What follows belongs to an exercise in optimizing a design on an open flow for small area, a short achievable clock period and few clock cycles; a production flow would make more cautious choices. RTL that was checked went through simulation tests only; none was proved equivalent to the original. Power is estimated from default activity; no workload was simulated.

==> flow/design.v (excerpt) <==
module jbang_seq (
    input  wire        clk,
    input  wire        rst,           
    input  wire [2:0]  bus_addr,      
    input  wire        bus_we,
    input  wire [31:0] bus_wdata,
    output reg  [31:0] bus_rdata,
    output reg         jtag_trst_n,
    output reg         jtag_tck,
    output reg         jtag_tms,
    output reg         jtag_tdi,
    input  wire        jtag_tdo
);
    localparam [3:0] F_TAP_IDCODE = 4'h1, F_CONNECT = 4'h2, F_ROUTER = 4'h3,
                     F_DAP_IDCODE = 4'h4, F_ACK = 4'h5, F_CSW = 4'h6,
                     F_NOT_SHIFTING = 4'h7, F_AFTER_LAST = 4'h8,
                     F_BAD_IR = 4'h9, F_ILLEGAL = 4'hA, F_NBITS = 4'hB;
    localparam [1:0] TS_RESET = 2'b00, TS_IDLE = 2'b01, TS_SHIFTING = 2'b10;
    localparam [3:0] S_START = 4'd0, S_A = 4'd1, S_B = 4'd2, S_C = 4'd3, S_C1 = 4'd4,
                     S_C2 = 4'd5, S_C3 = 4'd6, S_D = 4'd7, S_E = 4'd8, S_AL = 4'd9,
                     S_PT = 4'd10, S_END = 4'd15;
    localparam [1:0] K_GEN = 2'd0, K_TX = 2'd1, K_RST = 2'd2, K_SHF = 2'd3;
    localparam [2:0] C_NONE = 3'd0, C_TAPID = 3'd1, C_CONNECT = 3'd2, C_R60 = 3'd3,
                     C_R2C = 3'd4, C_DAPID = 3'd5, C_CSW = 3'd6;
    localparam [1:0] I_ABORT = 2'd0, I_DPACC = 2'd1, I_APACC = 2'd2, I_CMD = 2'd3;
    reg [31:0] arg0, arg1, result;
    reg        busy, fault, overrun, pin_init_done;
    reg [3:0]  fcode;
    reg [1:0]  tap_state;
    reg        shift_phase, ir_valid;
    reg [3:0]  ir_cache;
    reg [31:0] X, Y;
    reg [2:0]  O;                     
    reg [5:0]  upc;
    reg [3:0]  ph;
    reg [5:0]  cnt;
    reg        txp;                   
    reg        eh, bw, nz;            
    wire [5:0] c_nbits = Y[10:5];
    wire [3:0] c_ir    = Y[14:11];
    wire [2:0] c_op3   = Y[17:15];
    wire       c_last  = Y[18];
  ...
Settings: LEC_CHECK=0, CAP_MARGIN=20, CORE_MARGIN=2, CORE_UTILIZATION=60, PLACE_DENSITY=0.75, SETUP_SLACK_MARGIN=3.5, SLEW_MARGIN=20, SYNTH_HIERARCHICAL=1, SYNTH_MEMORY_MAX_BITS=16384; clock period 8.0 ns.
run.sh (not shown) runs the stock make flow with config.mk's settings and CLKGATE_MAP_FILE= SYNTH_SCRIPT=/design/flow/synth_recipe.tcl, a recipe that flattens the netlist after the stock synthesis.
The first run produced a clean layout.
Testbench counts at the start, summed over its fixed seeds: cycles 293,374.
==> next run, changes <==
Settings changed: CORE_UTILIZATION 60 to 40, PLACE_DENSITY 0.75 to 0.6, SETUP_SLACK_MARGIN 3.5 to 3.0.
=>
- combinational power goes down by about 7%
- maximum frequency goes down by 8.8%
- clock power goes up by about 7%
- routed wire length goes down by 1.3%
- via count goes down by 6.8%
- core utilization goes down by 25 points
- total power goes down by 2.2%
==> next run, changes <==
Settings changed: CTS_CLUSTER_DIAMETER set to 50, CTS_CLUSTER_SIZE set to 30, SETUP_SLACK_MARGIN 3.0 to 3.5.
What happened: The new run finished with timing, DRC and antenna clean; cell area rose by a few percent; wire length rose by a few percent; die area does not change.
==> next run, changes <==
Settings changed: CTS_CLUSTER_DIAMETER 50 to not set, CTS_CLUSTER_SIZE 30 to not set.
What happened:
- sequential share of layout area is about the same
- routed wire length climbs by 1.2%
- clock power is lower by about 8%
- global-route usage is about the same
- power is lower by 0.77%
- synthesized cell count stays the same
- register-to-register slack is worse by 0.08 ns
- worst setup slack gets worse by 0.0047 ns
- final area stays the same
==> next run, changes <==
Settings changed: CTS_CLUSTER_DIAMETER set to 60, CTS_CLUSTER_SIZE set to 25.
Sequential cell count does not change.
Total power decreases by 1.1%.
Final area rose by 0.54%.
Setup slack is better by 0.013 ns.

========
## xenon
jbang_seq, a different RTL version from the one above (not shown whole).
Size: ~1800 cells after synthesis, roughly 200 flip-flops, about 14000 sq um of cells after synthesis.
==> flow/config.mk <==
export PLATFORM = sky130hd
export DESIGN_NAME = jbang_seq
export DESIGN_NICKNAME = jbang_seq
export VERILOG_FILES = /design/flow/design.v
export SDC_FILE = /design/flow/constraint.sdc
export NUM_CORES = 4
export LEC_CHECK = 0
export CAP_MARGIN = 20
export CORE_MARGIN = 2
export CORE_UTILIZATION = 55
export CTS_BUF_LIST = sky130_fd_sc_hd__clkbuf_4 sky130_fd_sc_hd__clkbuf_8
export CTS_CLUSTER_SIZE = 30
export PLACE_DENSITY = 0.7
export SETUP_SLACK_MARGIN = 4.0
export SLEW_MARGIN = 20
export SYNTH_HIERARCHICAL = 1
export SYNTH_MEMORY_MAX_BITS = 16384
==> flow/constraint.sdc <==
create_clock -name core_clock -period 8.0 [get_ports {clk}]
set_input_delay 1.6000 -clock core_clock [delete_from_list [all_inputs] [get_ports {clk}]]
set_output_delay 1.6000 -clock core_clock [all_outputs]
set_load 0.01 [all_outputs]
xenon did not stop at any stage, and its layout met the timing, DRC and antenna checks.
Input-level comparison between zinc and xenon:
Settings: CORE_UTILIZATION: 55 -> 40; CTS_CLUSTER_SIZE: 30 -> unset; PLACE_DENSITY: 0.7 -> 0.6; CTS_BUF_LIST: sky130_fd_sc_hd__clkbuf_4 sky130_fd_sc_hd__clkbuf_8 -> unset; SETUP_SLACK_MARGIN: 4.0 -> 3.5.
==> comparison <==
xenon vs zinc, launch point of the critical path: bus_addr[2] vs bus_addr[0]. Global-route usage (zinc over xenon): decrease, 14 points. Comparing final standard cell count with taps included and fillers excluded for xenon and zinc, the bigger number came from zinc. Taking xenon as the reference, in zinc minimum period implied by the final worst setup slack went up by 0.081 ns; sequential share of layout area went up by 1.8 points.
No run of this note included a check of the RTL's function; only the layout flow was run.

## afterwards: timing with drivers on the ports
How much do the figures lean on ideal ports? The routed layouts below were timed once more, with nothing changed but the port constraints.
Step 1 sets driving cells, clkbuf_16 on the clock port and buf_2 on the other inputs (assumed; they add their load-dependent delay and slew).
Step 2 adds t to the input delays and takes it off the output delays; t is the mean of the earliest and latest rising clock arrival at the registers after step 1. Input paths then give back, and output paths get back, about the clock's delay inside the block.
a / b / c = no drivers / after step 1 / after step 2; a / b = the first two.
run | t, ns | setup slack, ns | worst slew at a driven data input, ns
the first run of note 1 | 0.600 | 3.466 / 3.414 / 3.141 | 0.06
the second run of note 1 | 0.616 | 3.028 / 2.989 / 2.862 | 0.07
the third run of note 1 | 0.625 | 3.525 / 3.435 / 2.963 | 0.11
the fourth run of note 1 | 0.613 | 3.520 / 3.432 / 3.003 | 0.11
the fifth run of note 1 | 0.592 | 3.533 / 3.439 / 3.192 | 0.11
xenon | 0.600 | 3.593 / 3.510 / 3.447 | 0.08
zinc | 0.611 | 3.512 / 3.377 / 3.062 | 0.14
After both steps every run listed still meets setup and hold. The setup slack of the third run of note 1, which loses most, moves by -0.090 ns with the drivers and by -0.562 ns with both steps.
